This is an optimization exercise on Yosys and OpenROAD, whose aim is small area, a short achievable clock period and few clock cycles, not a production implementation.
The RTL was checked by simulation tests, not by an equivalence proof against the original design.
Power and IR drop assume default switching activity.

== job 7891 ==
==> flow/design.v (excerpt) <==
module fm_rsb (
    input  wire        clk,
    input  wire        rst,
    input  wire        cmd_valid,
    output wire        cmd_ready,
    input  wire [31:0] cmd,
    output reg         rsp_valid,
    output wire [31:0] rsp,
    output reg         bus_req,
    output reg  [1:0]  bus_op,
    output reg  [7:0]  bus_wdata,
    output reg         bus_rnack,
    input  wire        bus_done,
    input  wire        bus_ack,
    input  wire [7:0]  bus_rdata,
    output reg         dly_req,
    output reg  [9:0]  dly_ms,
    input  wire        dly_done
);
    localparam [1:0] B_BEGIN = 2'd0, B_WRITE = 2'd1, B_READ = 2'd2, B_END = 2'd3;
    function [15:0] fread(input [7:0] a, input [15:0] w);
        begin
            case (a)
            8'h00: fread = {12'h0, w[15:12]};
            8'h01: fread = {4'h0, w[11:0]};
            8'h02: fread = {10'h0, w[15:10]};
            8'h03: fread = {12'h0, w[9:6]};
            8'h04: fread = {10'h0, w[5:0]};
            8'h05: fread = {15'h0, w[15:15]};
            8'h06: fread = {15'h0, w[14:14]};
            8'h07: fread = {15'h0, w[13:13]};
            8'h08: fread = {15'h0, w[11:11]};
            8'h09: fread = {15'h0, w[10:10]};
            8'h0A: fread = {15'h0, w[9:9]};
            8'h0B: fread = {15'h0, w[8:8]};
            8'h0C: fread = {15'h0, w[6:6]};
            8'h0D: fread = {15'h0, w[0:0]};
            8'h0E: fread = {15'h0, w[15:15]};
            8'h0F: fread = {6'h0, w[9:0]};
            8'h10: fread = {15'h0, w[15:15]};
            8'h11: fread = {15'h0, w[14:14]};
            8'h12: fread = {15'h0, w[12:12]};
            8'h13: fread = {15'h0, w[11:11]};
  ...
For scale: about 1,600 cells after synthesis, about 360 flip-flops, roughly 100 I/O pins, roughly 18,000 um^2 of cells after synthesis.
export LEC_CHECK = 0
export CAP_MARGIN = 20
export CORE_MARGIN = 2
export CORE_UTILIZATION = 55
export CTS_BUF_LIST = sky130_fd_sc_hd__clkbuf_8
export CTS_CLUSTER_DIAMETER = 60
export CTS_CLUSTER_SIZE = 12
export SLEW_MARGIN = 20
export SYNTH_HIERARCHICAL = 1
create_clock -name core_clock -period 10.0 [get_ports {clk}]
standard.sh (not shown) runs the stock make flow with config.mk's settings and CLKGATE_MAP_FILE= SYNTH_SCRIPT=/design/flow/synth_recipe.tcl, a recipe that flattens the netlist after the stock synthesis.
==> flow/flow/run.sh <==
#!/bin/bash
# Standard layout, except: port buffers are plain buffers (buf_2) instead of the
# delay cells the default pick gives, and timing repair aims at a setup slack
# margin well above the one the clock period alone asks for, so that it sizes
# the critical paths. make's output goes to standard.log.
set -euo pipefail
bash standard.sh "BUFFER_PORTS_ARGS=-buffer_cell sky130_fd_sc_hd__buf_2" \
    SETUP_SLACK_MARGIN=6.8 finish > standard.log 2>&1
Testbench counts of job 7891, summed over its fixed seeds: cycles 134,294.
Edits applied to the flow inputs when going from job 7891 to job 9750:
Settings: CTS_CLUSTER_SIZE now 16, was 12; CTS_CLUSTER_DIAMETER now 80, was 60.
Results
Compared to job 7891, job 9750 has smallest hold slack 8.9 ps higher. Per the comparison of job 9750 with job 7891, final area fell 1.2%, data-path buffer share of cell area in the final layout went up by 0.28 points, area added between synthesis and finish decreased 1.3 points, count of clock buffers in the final design -30%.
[inputs] job 5451 vs job 9750
Settings: CORE_UTILIZATION now 40, was 55.
Notes after the runs:
Cmp job 9750 and job 5451 / post-layout worst setup margin / higher: job 5451
Job 5451 -> job 9750: ratio of final minimum period to clock period flat
Job 5451 vs. job 9750: hold slack went up by 6.6 ps.
Diff job 9750 -> job 5451: total length of routed wires neither gained nor lost much, portion of the layout cell area used by clock cells neither gained nor lost much.
Input-level comparison between job 7270 and job 5451:
Settings: CTS_CLUSTER_DIAMETER now 100, was 80; CTS_CLUSTER_SIZE now 22, was 16; CTS_BUF_LIST no longer set, was sky130_fd_sc_hd__clkbuf_8.
diff --git a/flow/flow/run.sh b/flow/flow/run.sh
--- a/flow/flow/run.sh
+++ b/flow/flow/run.sh
@@ -8 +8 @@
-    SETUP_SLACK_MARGIN=6.8 finish > standard.log 2>&1
+    SETUP_SLACK_MARGIN=6.65 finish > standard.log 2>&1
--- outcome ---
In the tables for job 5451 and job 7270, worst hold slack reads lower with job 7270.
Row buffering stage count on the worst path with inverters included: job 7270 higher / job 5451 lower
Delta(post-route met1 wirelength, job 7270 - job 5451) < 0
Total power sits higher in job 7270 than in job 5451.
Any difference in die area between job 5451 and job 7270 is small enough to ignore.
Capture point of the worst path = rsp_d[0]$_DFF_P_: job 7270; capture point of the worst path = bus_rnack: job 5451
Summary of the comparison: highest fanout seen on the critical path is higher in job 7270, relative to job 5451.
Job 7270 against job 5451; post-detailed-routing wire length is down by a few percent.

[port drivers added, routing unchanged]
No port has a modelled driver above. Below, the same layouts with a new extraction and two added sets of constraints.
Step 1 (the two cells are an assumption about what drives the block):
set clk [get_ports {clk}]
set_driving_cell -lib_cell sky130_fd_sc_hd__clkbuf_16 $clk
set_driving_cell -lib_cell sky130_fd_sc_hd__buf_2 [delete_from_list [all_inputs] $clk]
Step 2, shift: input delay + t, output delay - t, t = (earliest + latest rising clock arrival at the registers) / 2. This alone moves slack from input paths to output paths.
a / b / c = ideal / step 1 / step 2; a / b = the first two.
| run | t, ns | slack for setup (ns) | worst setup path at the end | worst slew at a driven data input, ns | pins driven straight from the clock port |
|---|---|---|---|---|---|
| job 7891 | 0.643 | 6.781 / 6.730 / 6.161 | input to register | 0.04 | 1 |
| job 9750 | 0.678 | 6.712 / 6.664 / 6.148 | input to register | 0.03 | 1 |
| job 5451 | 0.697 | 6.719 / 6.662 / 6.131 | input to register | 0.05 | 1 |
| job 7270 | 0.597 | 6.666 / 6.666 / 6.138 | input to register | 0.04 | 1 |
After both steps setup and hold are still met in every run listed. The setup slack of job 7891, which loses most, moves by -0.051 ns with the drivers and by -0.620 ns with both steps.
